What follows belongs to an exercise in optimizing a design on an open flow for small area, a short achievable clock period and few clock cycles; a production flow would make more cautious choices.
The RTL was checked by simulation tests, not by an equivalence proof against the original design.
Power is estimated from default activity; no workload was simulated.

===== flow/design.v =====
module delta_ctl (
    input  wire [2:0] c,
    input  wire [1:0] ovf,
    input  wire [1:0] unf,
    input  wire       over,       
    input  wire       under,      
    output reg  [2:0] c_next,
    output reg  [1:0] ovf_next,
    output reg  [1:0] unf_next
);
    always @* begin
        c_next   = c;
        ovf_next = (ovf != 2'd0) ? ovf - 2'd1 : 2'd0;
        unf_next = (unf != 2'd0) ? unf - 2'd1 : 2'd0;
        if (over) begin
            if (ovf == 2'd3) begin
                if (c != 3'd7) c_next = c + 3'd1;
                ovf_next = 2'd0;
                unf_next = 2'd0;
            end else begin
                ovf_next = ovf + 2'd1;
            end
        end else if (under) begin
            if (unf == 2'd3) begin
                if (c != 3'd1) c_next = c - 3'd1;
                ovf_next = 2'd0;
                unf_next = 2'd0;
            end else begin
                unf_next = unf + 2'd1;
            end
        end
    end
endmodule
module delta_enc #(
    parameter W  = 32,                
    parameter CW = 6                  
) (
    input  wire       clk,
    input  wire       rst,
    input  wire       in_valid,
    output wire       in_ready,
    input  wire [7:0] in_data,
    input  wire       in_last,
    input  wire [3:0] in_cs,
    output wire       out_valid,
    input  wire       out_ready,
    output wire [7:0] out_data,
    output wire       out_last
);
    reg          v1, first1, last1, open;
    reg  [7:0]   c1, d1;
    reg  [2:0]   ic1;     
    reg  [2:0]   c;
    reg  [1:0]   ovf, unf;
    reg          term;    
    reg          fin;     
    reg  [W-1:0] acc;
    reg  [CW-1:0] cnt;
    reg          ov, ol;
    reg  [7:0]   od;
    assign out_valid = ov;
    assign out_data  = od;
    assign out_last  = ol;
    wire [7:0] lt;
    assign lt[0] = (d1 == 8'd0);
    genvar k;
    generate
        for (k = 1; k < 8; k = k + 1) begin : g_lt
            assign lt[k] = (d1[7:k] == {(8-k){1'b0}}) ||
                           ((d1[7:k] == {(8-k){1'b1}}) && (d1[k-1:0] != {k{1'b0}}));
        end
    endgenerate
    wire fits  = lt[c];                        
    wire [7:0] ltm = {lt[6:0], 1'b0};
    wire under = ltm[c];                       
    wire app     = v1 && !fin && (cnt <= W - 16);
    wire consume = app && (term || !last1);
    assign in_ready = !v1 || consume;
    wire in_fire = in_valid && in_ready;
    wire anchor = first1 && !term;
    wire sent   = term || !fits;
    wire sel8   = anchor || sent;
    wire [7:0] sentw = 8'd1 << c;              
    wire [7:0] maskw = ~(8'hFE << c);          
    wire [7:0] low   = sent ? sentw : (d1 & maskw);
    wire [W-1:0] ysh = (acc << 1) << c;
    wire [W-1:0] y   = anchor ? acc : (ysh | {{(W-8){1'b0}}, low});
    wire [W-1:0] an  = sel8 ? {y[W-9:0], c1} : y;
    wire [CW-1:0] len = (anchor ? 0 : c + 1) + (sel8 ? 8 : 0);
    wire [2:0] c_upd;
    wire [1:0] ovf_upd, unf_upd;
    delta_ctl u_ctl (
        .c(c), .ovf(ovf), .unf(unf), .over(!fits), .under(under),
        .c_next(c_upd), .ovf_next(ovf_upd), .unf_next(unf_upd)
    );
    wire free     = !ov || out_ready;
    wire rd_final = fin && (cnt <= 8);
    wire rd       = free && (fin || cnt >= 8);
    wire [W+7:0] wsh = {acc, 8'd0} >> cnt;
    wire [CW-1:0] cnt_r = !rd ? cnt : (rd_final ? 0 : cnt - 8);
    always @(posedge clk) begin
        if (rst) begin
            v1   <= 1'b0;
            open <= 1'b0;
            term <= 1'b0;
            fin  <= 1'b0;
            cnt  <= 0;
            ov   <= 1'b0;
        end else begin
            if (in_fire) begin
                v1     <= 1'b1;
                c1     <= in_data;
                d1     <= in_data - c1;
                first1 <= !open;
                last1  <= in_last;
                ic1    <= in_cs[2:0] - 3'd1;
                open   <= !in_last;
            end else if (consume) begin
                v1 <= 1'b0;
            end
            if (app) begin
                acc <= an;
                if (term) begin
                    term <= 1'b0;
                    fin  <= 1'b1;
                end else if (last1) begin
                    term <= 1'b1;
                end
                if (anchor) begin
                    c   <= ic1;
                    ovf <= 2'd0;
                    unf <= 2'd0;
                end else if (!term) begin
                    c   <= c_upd;
                    ovf <= ovf_upd;
                    unf <= unf_upd;
                end
            end
            cnt <= cnt_r + (app ? len : 0);
            if (rd && rd_final) fin <= 1'b0;
            if (rd) begin
                ov <= 1'b1;
                od <= wsh[7:0];
                ol <= rd_final;
            end else if (out_ready) begin
                ov <= 1'b0;
            end
        end
    end
endmodule
module delta_dec #(
    parameter W  = 28,                
    parameter CW = 5                  
) (
    input  wire       clk,
    input  wire       rst,
    input  wire       in_valid,
    output wire       in_ready,
    input  wire [7:0] in_data,
    input  wire       in_last,
    input  wire [3:0] in_cs,
    output wire       out_valid,
    input  wire       out_ready,
    output wire [7:0] out_data,
    output wire       out_end
);
    localparam [1:0] DS_IDLE  = 2'd0,   
                     DS_ANCH  = 2'd1,   
                     DS_CODE  = 2'd2,   
                     DS_DRAIN = 2'd3;   
    reg [1:0]    st;
    reg [W-1:0]  acc;
    reg [CW-1:0] cnt;
    reg [2:0]    c;         
    reg [1:0]    ovf, unf;
    reg          seen_last;
    reg          ov, oe;
    reg [7:0]    od;        
    assign out_valid = ov;
    assign out_data  = od;
    assign out_end   = oe;
    wire [W+15:0] wsh = {acc, 16'd0} >> cnt;
    wire [15:0]   win = wsh[15:0];
    wire [7:0]    t   = win[15:8];
    wire [7:0] zr;    
    wire [7:0] zr2;   
    assign zr[0]  = 1'b1;
    assign zr2[0] = 1'b1;
    assign zr2[1] = 1'b1;
    genvar j;
    generate
        for (j = 1; j < 8; j = j + 1) begin : g_zr
            assign zr[j] = zr[j-1] & ~t[7-j];
        end
        for (j = 2; j < 8; j = j + 1) begin : g_zr2
            assign zr2[j] = zr2[j-1] & ~t[7-j];
        end
    endgenerate
    wire       is_sent = t[7] & zr[c];
    wire       under   = (t[7] == t[6]) & ~(t[7] & zr2[c]);
    wire [15:0] sx     = {{8{t[7]}}, t} >> (3'd7 - c);
    wire [7:0] sd      = sx[7:0];
    wire [7:0] recon   = od + sd;
    wire [15:0] rsh    = (win << 1) << c;
    wire [7:0] raw     = rsh[15:8];
    wire       anch    = (st == DS_ANCH);
    wire       parsing = (st == DS_ANCH) || (st == DS_CODE);
    wire       h8      = (cnt >= 8);
    wire       hc      = (cnt > c);
    wire       hc8     = (cnt > c + 8);
    wire       have    = anch ? h8 : (is_sent ? hc8 : hc);
    wire       out_free = !ov || out_ready;
    wire       step    = parsing && out_free && have;
    wire       exhaust = parsing && out_free && !have && seen_last;
    wire       term    = step && !anch && is_sent && (raw == od);
    wire       ending  = term || exhaust;
    assign in_ready = (st == DS_IDLE) || (st == DS_DRAIN) ||
                      (parsing && !seen_last && cnt <= W - 8);
    wire in_fire = in_valid && in_ready;
    wire [2:0] c_upd;
    wire [1:0] ovf_upd, unf_upd;
    delta_ctl u_ctl (
        .c(c), .ovf(ovf), .unf(unf), .over(is_sent), .under(under),
        .c_next(c_upd), .ovf_next(ovf_upd), .unf_next(unf_upd)
    );
    wire [CW-1:0] cnt_a = cnt - 8;
    wire [CW-1:0] cnt_b = cnt - c - 1;
    wire [CW-1:0] cnt_s = cnt - c - 9;
    wire [CW-1:0] cnt_c = !step ? cnt : (anch ? cnt_a : (is_sent ? cnt_s : cnt_b));
    always @(posedge clk) begin
        if (rst) begin
            st        <= DS_IDLE;
            cnt       <= 0;
            seen_last <= 1'b0;
            ov        <= 1'b0;
        end else begin
            if (in_fire)
                acc <= {acc[W-9:0], in_data};
            if (out_valid && out_ready)
                ov <= 1'b0;
            case (st)
                DS_IDLE: if (in_fire) begin
                    c         <= in_cs[2:0] - 3'd1;
                    ovf       <= 2'd0;
                    unf       <= 2'd0;
                    seen_last <= in_last;
                    cnt       <= 8;
                    st        <= DS_ANCH;
                end
                DS_DRAIN: if (in_fire && in_last) st <= DS_IDLE;
                default: begin
                    if (ending) begin
                        ov        <= 1'b1;
                        oe        <= 1'b1;
                        cnt       <= 0;
                        seen_last <= 1'b0;
                        st        <= (seen_last || (in_fire && in_last)) ? DS_IDLE : DS_DRAIN;
                    end else begin
                        cnt <= cnt_c + (in_fire ? 8 : 0);
                        if (in_fire) seen_last <= in_last;
                        if (step) begin
                            ov <= 1'b1;
                            oe <= 1'b0;
                            if (anch) begin
                                od <= t;
                                st <= DS_CODE;
                            end else begin
                                od  <= is_sent ? raw : recon;
                                c   <= c_upd;
                                ovf <= ovf_upd;
                                unf <= unf_upd;
                            end
                        end
                    end
                end
            endcase
        end
    end
endmodule
module delta_codec (
    input  wire       clk,
    input  wire       rst,
    input  wire       enc_in_valid,
    output wire       enc_in_ready,
    input  wire [7:0] enc_in_data,
    input  wire       enc_in_last,
    input  wire [3:0] enc_in_cs,
    output wire       enc_out_valid,
    input  wire       enc_out_ready,
    output wire [7:0] enc_out_data,
    output wire       enc_out_last,
    input  wire       dec_in_valid,
    output wire       dec_in_ready,
    input  wire [7:0] dec_in_data,
    input  wire       dec_in_last,
    input  wire [3:0] dec_in_cs,
    output wire       dec_out_valid,
    input  wire       dec_out_ready,
    output wire [7:0] dec_out_data,
    output wire       dec_out_end
);
    delta_enc u_enc (
        .clk(clk), .rst(rst),
        .in_valid(enc_in_valid), .in_ready(enc_in_ready), .in_data(enc_in_data),
        .in_last(enc_in_last), .in_cs(enc_in_cs),
        .out_valid(enc_out_valid), .out_ready(enc_out_ready), .out_data(enc_out_data),
        .out_last(enc_out_last)
    );
    delta_dec u_dec (
        .clk(clk), .rst(rst),
        .in_valid(dec_in_valid), .in_ready(dec_in_ready), .in_data(dec_in_data),
        .in_last(dec_in_last), .in_cs(dec_in_cs),
        .out_valid(dec_out_valid), .out_ready(dec_out_ready), .out_data(dec_out_data),
        .out_end(dec_out_end)
    );
endmodule

===== flow/run.sh =====
#!/bin/bash
# synth_recipe.tcl (not shown) runs the flow's synth.tcl, then flattens the netlist and writes it again
# the make line also repeats each setting of config.mk as NAME=value (left out here)
make -C /OpenROAD-flow-scripts/flow DESIGN_CONFIG=/design/flow/config.mk WORK_HOME=/design/flow/orfs CLKGATE_MAP_FILE= SYNTH_SCRIPT=/design/flow/synth_recipe.tcl finish

===== flow/constraint.sdc =====
create_clock -name core_clock -period 6.0 [get_ports {clk}]
set_input_delay 1.2000 -clock core_clock [delete_from_list [all_inputs] [get_ports {clk}]]
set_output_delay 1.2000 -clock core_clock [all_outputs]
set_load 0.01 [all_outputs]

===== flow/config.mk =====
export PLATFORM = sky130hd
export DESIGN_NAME = delta_codec
export DESIGN_NICKNAME = delta_codec
export VERILOG_FILES = /design/flow/design.v
export SDC_FILE = /design/flow/constraint.sdc
export NUM_CORES = 4
export LEC_CHECK = 0
export ABC_AREA = 1
export CAP_MARGIN = 20
export CORE_MARGIN = 2
export CORE_UTILIZATION = 40
export SETUP_SLACK_MARGIN = 2.2
export SLEW_MARGIN = 20

==> results of run 1 <==
-- layer usage --
layer	GRT usage [%]	share of wire [%]	up-vias
met4	8.09	2.8	0
li1	-	-	6072
met2	39.7	49	353
met3	2.82	4.8	67
met1	28.7	43	5643
met5	0	0	-
-- worst min-delay path, cell delays in order (launching register included) --
cell	delay, ns
dfxtp_1	0.30
inv_1	0.06
a21oi_1	0.06
-- flip-flops by register name (all words and copies together), names as in the netlist, 5 cells and up --
name / flops
u_enc.acc: 32
u_dec.acc: 28
u_dec.od: 8
u_enc.c1: 8
u_enc.d1: 8
u_enc.od: 8
u_enc.cnt: 6
u_dec.cnt: 5
-- kinds of logic (layout without fill, tap and decap cells) --
kind of cell | count (synthesis) | in the layout
AO/OA/AOI/OAI | 362 | 362
XOR/XNOR | 23 | 23
adder cells (fa/ha/maj) | 63 | 63
buffers and inverters | 286 | 323
flip-flops | 133 | 133
multiplexers | 17 | 17
AND/OR/NAND/NOR | 902 | 904
-- cell type report --
type	instances	share of cell area [%]
multi-input cells	1369	51.9
flip-flops and latches	133	27.7
repair buffers	93	6.75
inverters	197	5.65
well taps	390	3.55
clock buffers	18	3.12
clock inverters	14	1.26
repair inverters	1	0.0364
-- synthesized netlist by cell type, types with 10 or more instances --
cell type	instances
inv_1	182
mux2i_1	17
nand2_1	527
o21ai_0	223
nor2_1	104
a21oi_1	71
xor2_1	17
nor3_1	10
nand4_1	22
o211ai_1	11
o2111ai_1	11
clkbuf_1	60
dfxtp_1	20
ha_1	59
buf_2	18
nand3_1	214
edfxtp_1	113
-- metrics by stage --
step	total power, mW	hold slack, ns	setup slack (ns)	util (%)
2_1_floorplan	3.27	0.425	2.51	-
3_3_place_gp	3.92	0.442	1.50	42.9
3_5_place_dp	3.96	0.454	1.50	42.9
4_1_cts	5.13	0.463	2.16	45.3
5_1_grt	5.73	0.490	2.12	46.6
6_report	5.32	0.458	2.34	46.6
-- what timing repair did --
item,in CTS,in global routing
gates resized for setup,31,40
buffers inserted,3,19
endpoints found under the hold margin,0,0
endpoints found under the setup margin,33,27
pin swaps,2,10
gates cloned,1,3
hold buffers,0,0
-- worst paths after layout --
kind	start	to	slack (ns)
worst min register to register	u_enc.open$_SDFFE_PP0P_	u_enc.open$_SDFFE_PP0P_	0.46
worst max register to register	u_dec.cnt[1]$_SDFFE_PP0P_	u_dec.od[7]$_DFFE_PP_	2.40
worst min-delay path	u_enc.open$_SDFFE_PP0P_	u_enc.open$_SDFFE_PP0P_	0.46
worst max-delay path	u_dec.cnt[4]$_SDFFE_PP0P_	dec_in_ready	2.34
-- report_power, final --
part / internal (mW) / switching (mW) / total [mW]
Clock: 0.658 / 0.450 / 1.11
Combinational: 1.04 / 1.78 / 2.81
Sequential: 1.24 / 0.166 / 1.40
Total: 2.93 / 2.39 / 5.32
==> run summary, run 1 <==
Crit path depth 6; clk slew on worst S/H paths 0.06 ns; DR iter-0 viols 1000; placed cell count 2155; Syn Nets 1881; Synth area leader edfxtp_1; Slowest cell on crit path clkdlybuf4s50_1; wire per inst 16.1 um; synth warn 3; Core ar. 0.0295 sq mm; sequential area share after synthesis 31.9%; ys flop type edfxtp_1; share of cells above drive strength 1 7.78%; drt first pass iters 8; Reg area 0.00380 sq mm; most frequent cells in the layout nand2_1 (524), o21ai_0 (216), nand3_1 (213); DRT Wirelength 35.6 mm; top cells by area, synth edfxtp_1 (29%), nand2_1 (17%), o21ai_0 (9.4%), nand3_1 (9.0%), ha_1 (6.2%); Tmin final 3.66 ns; Hold Crit Class register to register; Worst Reg-to-Reg Cells 23; vias in the first global route 11200; Rel. slew slack 43.3%; Least-Margin Pin Slew 0.847 ns; CTS tree done; top cell type's share of synthesized area 28.5%; DR vias 12100; crit end category output port; startpoint types register; simple-gate area share of the yosys netlist 32.0%; Hold Path Stages 2; mux contribution to synthesized area 1.43%; CTS root buffer clkbuf_16; gr ovfl total 0; FF+latch count, synth 133; # diodes 0; Skew-Pair Late Insertion Delay 0.44 ns; status finished clean; Worst Skew 0.0159 ns; Adder-Cell Fraction of Synth Area 6.88%; XOR/XNOR Fraction of Synth Area 1.69%; nets 1907; WS Path Type register to output port; die area 0.0311 sq mm; Fin. Hold Viols 0; Mapped Avg Cell Area 6.66 sq um; cell leakage power 6.03 nW; crit-path cells inv_1 -> nor2_4 -> buf_12 -> a31oi_1 -> o21ai_1 -> clkdlybuf4s50_1; crit path DAT 2.46 ns; critical path peak fanout 14; Mapped Cells 1786; largest family of logic cells by synthesized area simple AND/OR/NAND/NOR gates; Final Max Tran Viols 0; setup TNS 0 ns; Synth async-reset ratio 0%; commonest non-fill, non-tap cell in the layout nand2_1; final non-filler cell total 2215; clk sink count 133; power per cell area 387 mW/mm^2; number of flops mapped to enable cells by yosys 113; max_cap viols 0; mapped cell area 0.0119 sq mm; CTS buffer count 17; GRT Util Overall 22.7%; htree depth 4; area delta synth->final 15.5%; Max Freq 274 MHz; CP Data Required Time 4.80 ns; Bufs and invs on worst path 3; drc violations 0; Initial Utilization 40.3%; worst vdd ir 0.200 mV; I/O Pins 54; Routed Antenna Nets 0; # rows 63; pin count of the biggest net entering global routing 71; filler instances 3069; crit share post-route 60.9%; area of the multi-input gates 0.00714 sq mm; CP peak stage delay 0.58 ns; vias per cell 5.48; die width 176 um; Synth Area in Compound Gates 16.7%; unrepaired setup endpoints after global routing true; first-pass GRT wire length 56.5 mm; family with the most delay on the worst path buffers and inverters; post-route cell area 0.0137 sq mm; post-DP HPWL 25.6 mm; CTS max path bufs 2; Yosys cell types 47; initial antenna violation count 0; Final Setup Violations 0; port bufs 51; gpl congestion 0.919; dpl cell area 0.0126 sq mm; DIE HEIGHT 176 um
Testbench counts, summed over its fixed seeds: cycles 20,841.
==> inputs of run 2 (changes only) <==
--- a/flow/config.mk
+++ b/flow/config.mk
@@ -11,3 +11,3 @@
 export CORE_UTILIZATION = 40
-export SETUP_SLACK_MARGIN = 2.2
+export SETUP_SLACK_MARGIN = 3.0
 export SLEW_MARGIN = 20
==> run 2 against run 1 <==
Via count grew 4.0%. Sequential power is essentially flat. Power grew 6.7%. Worst setup slack gained 0.18 ns. Combinational power grew 16%. Sequential share of layout area shrank 2.0 points. Critical path type is now register to register.
==> run summary, run 2 <==
DR iter-0 viols 1136; Yosys cell types 47; worst vdd ir 0.228 mV; Synth async-reset ratio 0%; crit path DAT 3.66 ns; first-pass GRT wire length 60.1 mm; flip-flop count of the largest register after layout 32; Core ar. 0.0295 sq mm; Max Freq 288 MHz; hold_buf cts 0; Fin. Hold Viols 0; drc violations 0; most flop-heavy register u_enc.acc; CP Data Required Time 6.18 ns; CTS buffer count 17; crit end category register; area delta synth->final 25.2%; number of flops mapped to enable cells by yosys 113; filler instances 2892; biggest regs u_enc.acc x32, u_dec.acc x28; # diodes 0; Synth area leader edfxtp_1; clk slew on worst S/H paths 0.08 ns; crit share post-route 57.9%; power per cell area 381 mW/mm^2; top cells by area, synth edfxtp_1 (29%), nand2_1 (17%), o21ai_0 (9.4%), nand3_1 (9.0%), ha_1 (6.2%); commonest non-fill, non-tap cell in the layout nand2_1; Least-Margin Pin Slew 0.777 ns; Mapped Cells 1786; gpl congestion 0.922; # rows 63; unrepaired setup endpoints after global routing true; setup TNS 0 ns; port bufs 51; Final Setup Violations 0; startpoint types register; critical path peak fanout 7; cell leakage power 6.49 nW; Final Max Tran Viols 0; gr ovfl total 0; most frequent cells in the layout nand2_1 (467), o21ai_0 (199), nand3_1 (177); GRT Util Overall 24.2%; die area 0.0311 sq mm; nets 1967; most frequent cell after synthesis nand2_1; status finished clean; Skew-Pair Late Insertion Delay 0.45 ns; Tmin final 3.48 ns; sequential area share after synthesis 31.9%; top cell type's share of synthesized area 28.5%; CTS tree done; WS Path Type register to register; FF+latch count, synth 133; pin count of the biggest net entering global routing 71; Rel. slew slack 48.0%; ys flop type edfxtp_1; vias in the first global route 11700; area of the multi-input gates 0.00775 sq mm; synth warn 3; Hold Crit Class register to register; vias per cell 5.55; Routed Antenna Nets 0; Worst Skew 0.0233 ns; max_cap viols 0; DR vias 12600; Initial Utilization 40.3%; Mapped Avg Cell Area 6.66 sq um; DIE HEIGHT 176 um; Syn Nets 1881; drt first pass iters 5; die width 176 um; Post-synth top cells nand2_1 (527), o21ai_0 (223), nand3_1 (214), inv_1 (182), edfxtp_1 (113); DRT Wirelength 37.9 mm; share of cells above drive strength 1 18.3%; CTS root buffer clkbuf_16; mapped cell area 0.0119 sq mm; wire per inst 16.6 um; Reg area 0.00382 sq mm; clk sink count 133; Hold WS 0.464 ns; htree depth 4; post-DP HPWL 25.8 mm; CTS max path bufs 2; initial antenna violation count 0; I/O Pins 54
run 2: cell types whose count changed in the layout (fill, tap and decap cells not counted), moves of 7 or more:
cell,before,now
buf_4,34,85
nand2_2,7,55
o21ai_1,9,22
a21oi_1,68,61
nand3_2,3,36
nand3_1,213,177
nand2_1,524,467
nand2_4,1,10
nor2_2,10,19
inv_1,178,170
nor2_1,91,75
o21ai_0,216,199
buf_6,1,8
run 2: path summary, 6_finish.rpt:
kind,startpoint,to,slack (ns),cells after the start
worst max register to register,u_dec.cnt[0]$_SDFFE_PP0P_,u_dec.od[6]$_DFFE_PP_,2.52,24
worst min register to register,u_enc.open$_SDFFE_PP0P_,u_enc.open$_SDFFE_PP0P_,0.46,2
worst min-delay path,u_enc.open$_SDFFE_PP0P_,u_enc.open$_SDFFE_PP0P_,0.46,2
worst max-delay path,u_dec.cnt[0]$_SDFFE_PP0P_,u_dec.od[6]$_DFFE_PP_,2.52,24
run 2: final cells by class:
type,instances,share of cell area (%)
timing repair buffer,154,9.74
timing repair inverter,1,0.0420
clock inverter,13,0.899
tap,390,3.28
inverter,197,5.48
clock buffer,19,2.91
multi-input combinational,1368,52.0
sequential,133,25.6
run 2: cell families after synthesis:
logic type	Yosys count	synth area share, %
simple gates	902	32.0
mux	17	1.43
xor+xnor	23	1.69
buf+inv	286	9.41
compound gates	362	16.7
fa+ha+maj	63	6.88
flops	133	31.9
run 2: power by group:
part | switching, mW | total (mW) | internal [mW]
registers | 0.148 | 1.39 | 1.24
logic | 1.97 | 3.27 | 1.29
clock network | 0.416 | 1.02 | 0.608
total | 2.54 | 5.68 | 3.14
run 2: critical path, cell delays in order (launching register included):
cell and delay [ns]:
dfxtp_4 0.37, buf_12 0.13, buf_16 0.13, nand2_2 0.07
nand3_2 0.08, nand2_2 0.07, nor2_1 0.04, o21ai_1 0.17
nor2_2 0.07, nor2_4 0.16, inv_2 0.07, a21oi_2 0.17
nor2_1 0.06, nor2_1 0.13, o21ai_1 0.10, ha_1 0.34
buf_4 0.15, buf_4 0.13, nand2_1 0.07, o21ai_2 0.08
a21oi_2 0.12, o21ai_1 0.10, xor2_1 0.17, o21ai_1 0.17
o22ai_1 0.08
run 2: stage by stage:
step	worst slack, ns	instances	area, sq um	total power, mW	utilization (%)
after detailed placement	1.57	2153	12800	4.02	43.3
after global placement	1.57	2153	12800	3.99	43.3
after CTS	2.67	2266	14600	5.50	49.4
after global routing	2.24	2275	14900	6.11	50.5
final	2.52	2275	14900	5.68	50.5
after floorplan	2.64	1786	12100	3.36	-
run 2: routing by layer:
metal	track usage [%]	part of all wire [%]	vias to the layer above	routed length [um]
met5	0	0	-	0
li1	-	-	6199	-
met1	30.4	43	5918	16200
met4	10.4	3.4	0	1300
met3	3.49	4.9	90	1860
met2	41.4	49	419	18500
run 2: repair_timing:
action / CTS / global route
gates resized for setup: 166 / 84
buffers inserted: 77 / 9
cloned: 4 / 0
pin swaps: 62 / 46
endpoints found under the setup margin: 76 / 65
endpoints found under the hold margin: 0 / 0

[static timing again, ports no longer ideal]
The flow's constraints put no driver on any port. The routed layouts listed below were extracted and timed again, unchanged, in two steps.
Step 1 sets driving cells, clkbuf_16 on the clock port and buf_2 on the other inputs (assumed; they add their load-dependent delay and slew).
Step 2 also shifts input and output timing later by t, the mid clock arrival at the registers, as if the neighbouring blocks saw the same clock.
a / b / c = no drivers / after step 1 / after step 2; a / b = the first two.
| run | t (ns) | setup slack, ns | worst setup path at the end | worst register clock-pin slew, ns |
|---|---|---|---|---|
| run 1 | 0.477 | 2.344 / 2.297 / 2.399 | register to register | 0.07 / 0.07 |
| run 2 | 0.481 | 2.524 / 2.524 / 2.524 | register to register | 0.08 / 0.08 |
After both steps setup and hold are still met in every run listed.
